This design comes from an exercise in tuning for small area, a short achievable clock period and few clock cycles on the open sky130 flow, not from production work.
The RTL was checked by simulation tests, not by an equivalence proof against the original design.
Power and IR drop assume default switching activity.

Setup of v26:
==> flow/design.v (excerpt) <==
module alpide_decoder (
    input  wire        clk,
    input  wire        rst,
    input  wire        in_valid,
    output wire        in_ready,
    input  wire [1:0]  in_kind,
    input  wire [7:0]  in_data,
    output wire        out_valid,
    input  wire        out_ready,
    output wire        out_is_result,
    output wire [3:0]  hit_chip,
    output wire [5:0]  hit_region,
    output wire [9:0]  hit_dcol,
    output wire [10:0] hit_addr,
    output wire [3:0]  hit_flag,
    output wire        hit_prev_stuck,
    output wire [9:0]  hit_row,
    output wire [10:0] hit_col,
    output wire [2:0]  res_code,
    output wire        res_corrupt,
    output wire [2:0]  res_cause,
    output wire [15:0] res_pc,
    output wire [7:0]  res_byte,
    output wire [1:0]  res_remain,
    output wire [3:0]  st_chip,
    output wire [5:0]  st_region,
    output wire [3:0]  st_flags,
    output wire        st_new_event,
    output wire [3:0]  st_word_kind
);
Size: roughly 580 cells after synthesis, ~100 flip-flops, about 5600 µm² of cells after synthesis.
clock: 8.0 ns
lec_check: 0
cap_margin: 20
core_margin: 2
core_utilization: 60
cts_buf_list: sky130_fd_sc_hd__clkbuf_4 sky130_fd_sc_hd__clkbuf_8
cts_cluster_diameter: 100
cts_cluster_size: 40
slew_margin: 20
standard.sh (not shown) runs the stock make flow with config.mk's settings and CLKGATE_MAP_FILE= SYNTH_SCRIPT=/design/flow/synth_recipe.tcl, a recipe that flattens the netlist after the stock synthesis.
==> flow/flow/run.sh <==
#!/bin/bash
# Standard ORFS layout (the standard.sh, unchanged synthesis), except that
# the port buffers that global placement inserts use the small buf_1 cell and
# the timing repair aims at a tighter setup margin.
set -euo pipefail
MARGIN=$(cat flow/margin.txt)
bash standard.sh "BUFFER_PORTS_ARGS=-buffer_cell sky130_fd_sc_hd__buf_1" "SETUP_SLACK_MARGIN=$MARGIN" finish > standard.log 2>&1
==> flow/flow/margin.txt <==
5.0
Testbench counts of v26, summed over its fixed seeds: cycles 102,851.
#### Input delta (v24 over v26)
-- flow/design.v --
<<< v26, line 74
    reg  [3:0]  e_enc;
    reg  [10:0] o_addr;       
    reg         o_stuck;
    reg  [6:0]  e_map;        
    reg         last_valid;
>>> v24, line 74
    reg  [3:0]  e_enc;
    reg  [10:0] o_addr;       
    reg  [2:0]  o_fl;         
    reg  [6:0]  e_map;        
    reg         last_valid;
<<< v26, line 140
    wire res_ready  = !pend && !map_busy && !emit_base && !emit_extra;
    wire emit_res   = out_free && res_ready && (res_wait || beat_end);
    wire [3:0]  o_flag = o_stuck       ? 4'd5 :
                         o_addr[10]    ? 4'd4 :
                         e_region[5]   ? 4'd3 :
                         (e_chip == CHIP_ID_NONE) ? 4'd1 : 4'd0;
    reg  [2:0]  state_n;
    reg         pend_n;
>>> v24, line 140
    wire res_ready  = !pend && !map_busy && !emit_base && !emit_extra;
    wire emit_res   = out_free && res_ready && (res_wait || beat_end);
    wire [2:0]  b_fl = b_stuck ? 3'd5 : s_region[5] ? 3'd3 :
                       (s_chip == CHIP_ID_NONE) ? 3'd1 : 3'd0;
    wire [2:0]  x_fl = x_addr[10] ? 3'd4 : e_region[5] ? 3'd3 :
                       (e_chip == CHIP_ID_NONE) ? 3'd1 : 3'd0;
    reg  [2:0]  state_n;
    reg         pend_n;
<<< v26, line 233
                e_enc       <= b_enc;
                o_addr      <= {1'b0, b_addr};
                o_stuck     <= b_stuck;
                last_valid  <= 1'b1;
                s_new_event <= 1'b0;
>>> v24, line 233
                e_enc       <= b_enc;
                o_addr      <= {1'b0, b_addr};
                o_fl        <= b_fl;
                last_valid  <= 1'b1;
                s_new_event <= 1'b0;
<<< v26, line 239
            if (emit_extra) begin
                o_addr  <= x_addr;
                o_stuck <= 1'b0;
            end
            if (hit_fire && o_flag != 4'd0)
                corrupt <= 1'b1;
            if (res_fire) begin
>>> v24, line 239
            if (emit_extra) begin
                o_addr  <= x_addr;
                o_fl    <= x_fl;
            end
            if (hit_fire && o_fl != 3'd0)
                corrupt <= 1'b1;
            if (res_fire) begin
<<< v26, line 316
    assign hit_dcol       = {e_region, e_enc};
    assign hit_addr       = o_addr;
    assign hit_flag       = o_flag;
    assign hit_prev_stuck = o_stuck;
    assign hit_row        = {o_addr[10:2], ~o_addr[0]};
    assign hit_col        = {e_region, e_enc, o_addr[1] ^ o_addr[0]};
>>> v24, line 316
    assign hit_dcol       = {e_region, e_enc};
    assign hit_addr       = o_addr;
    assign hit_flag       = {1'b0, o_fl};
    assign hit_prev_stuck = o_fl[2] & o_fl[0];
    assign hit_row        = {o_addr[10:2], ~o_addr[0]};
    assign hit_col        = {e_region, e_enc, o_addr[1] ^ o_addr[0]};
==> summary.txt <==
Relative to v26, the power consumed by the clock network of v24 is higher by about 1%. Clock buffer count in the final layout: v24 vs v26 down 1. Of v24 and v26, the lower endpoint arrival time on the critical path belongs to v26. v24 — worst-case setup margin in the final layout 53 ps higher, v26 as reference. The clock input transition at the sequential cells of the worst setup and hold paths on v26 is in line with that on v24. On total wire length after detailed routing, v24 and v26 are neck and neck. Summary of the comparison: synthesized net count is higher in v24, relative to v26. Diff v26..v24 | cell area | negligible. v26 and v24 ended up with roughly the same synthesis-to-layout area growth. Against v26, v24 reports a count of mapped cells out of synthesis that is higher. Capturing instance or port of the critical path: hit_flag[0] -> v26, o_fl[2] -> v24. Compared with v26, total power in v24 increased by a few percent.
Testbench counts of v24, summed over its fixed seeds: cycles 102,851.

-- static timing again, ports no longer ideal --
In the flow no input, the clock included, has a driving cell. The finished layouts below were timed again as built, in two steps. Step 1 sets driving cells, clkbuf_16 on the clock port and buf_2 on the other inputs (assumed; they add their load-dependent delay and slew). Step 2 also shifts input and output timing later by t, the mid clock arrival at the registers, as if the neighbouring blocks saw the same clock. a / b / c = ideal ports / drivers / drivers and shift; a / b = the first two.
run	t (ns)	setup slack, ns	hold slack, ns	worst setup path at the end
v26	0.400	5.055 / 5.022 / 4.709	0.473 / 0.473 / 0.473	input to register
v24	0.392	5.108 / 5.113 / 4.730	0.471 / 0.471 / 0.471	input to register
After both steps setup and hold are still met in every run listed. For v24, which loses most, drivers alone change the setup slack by +0.005 ns; drivers and shift together by -0.378 ns.
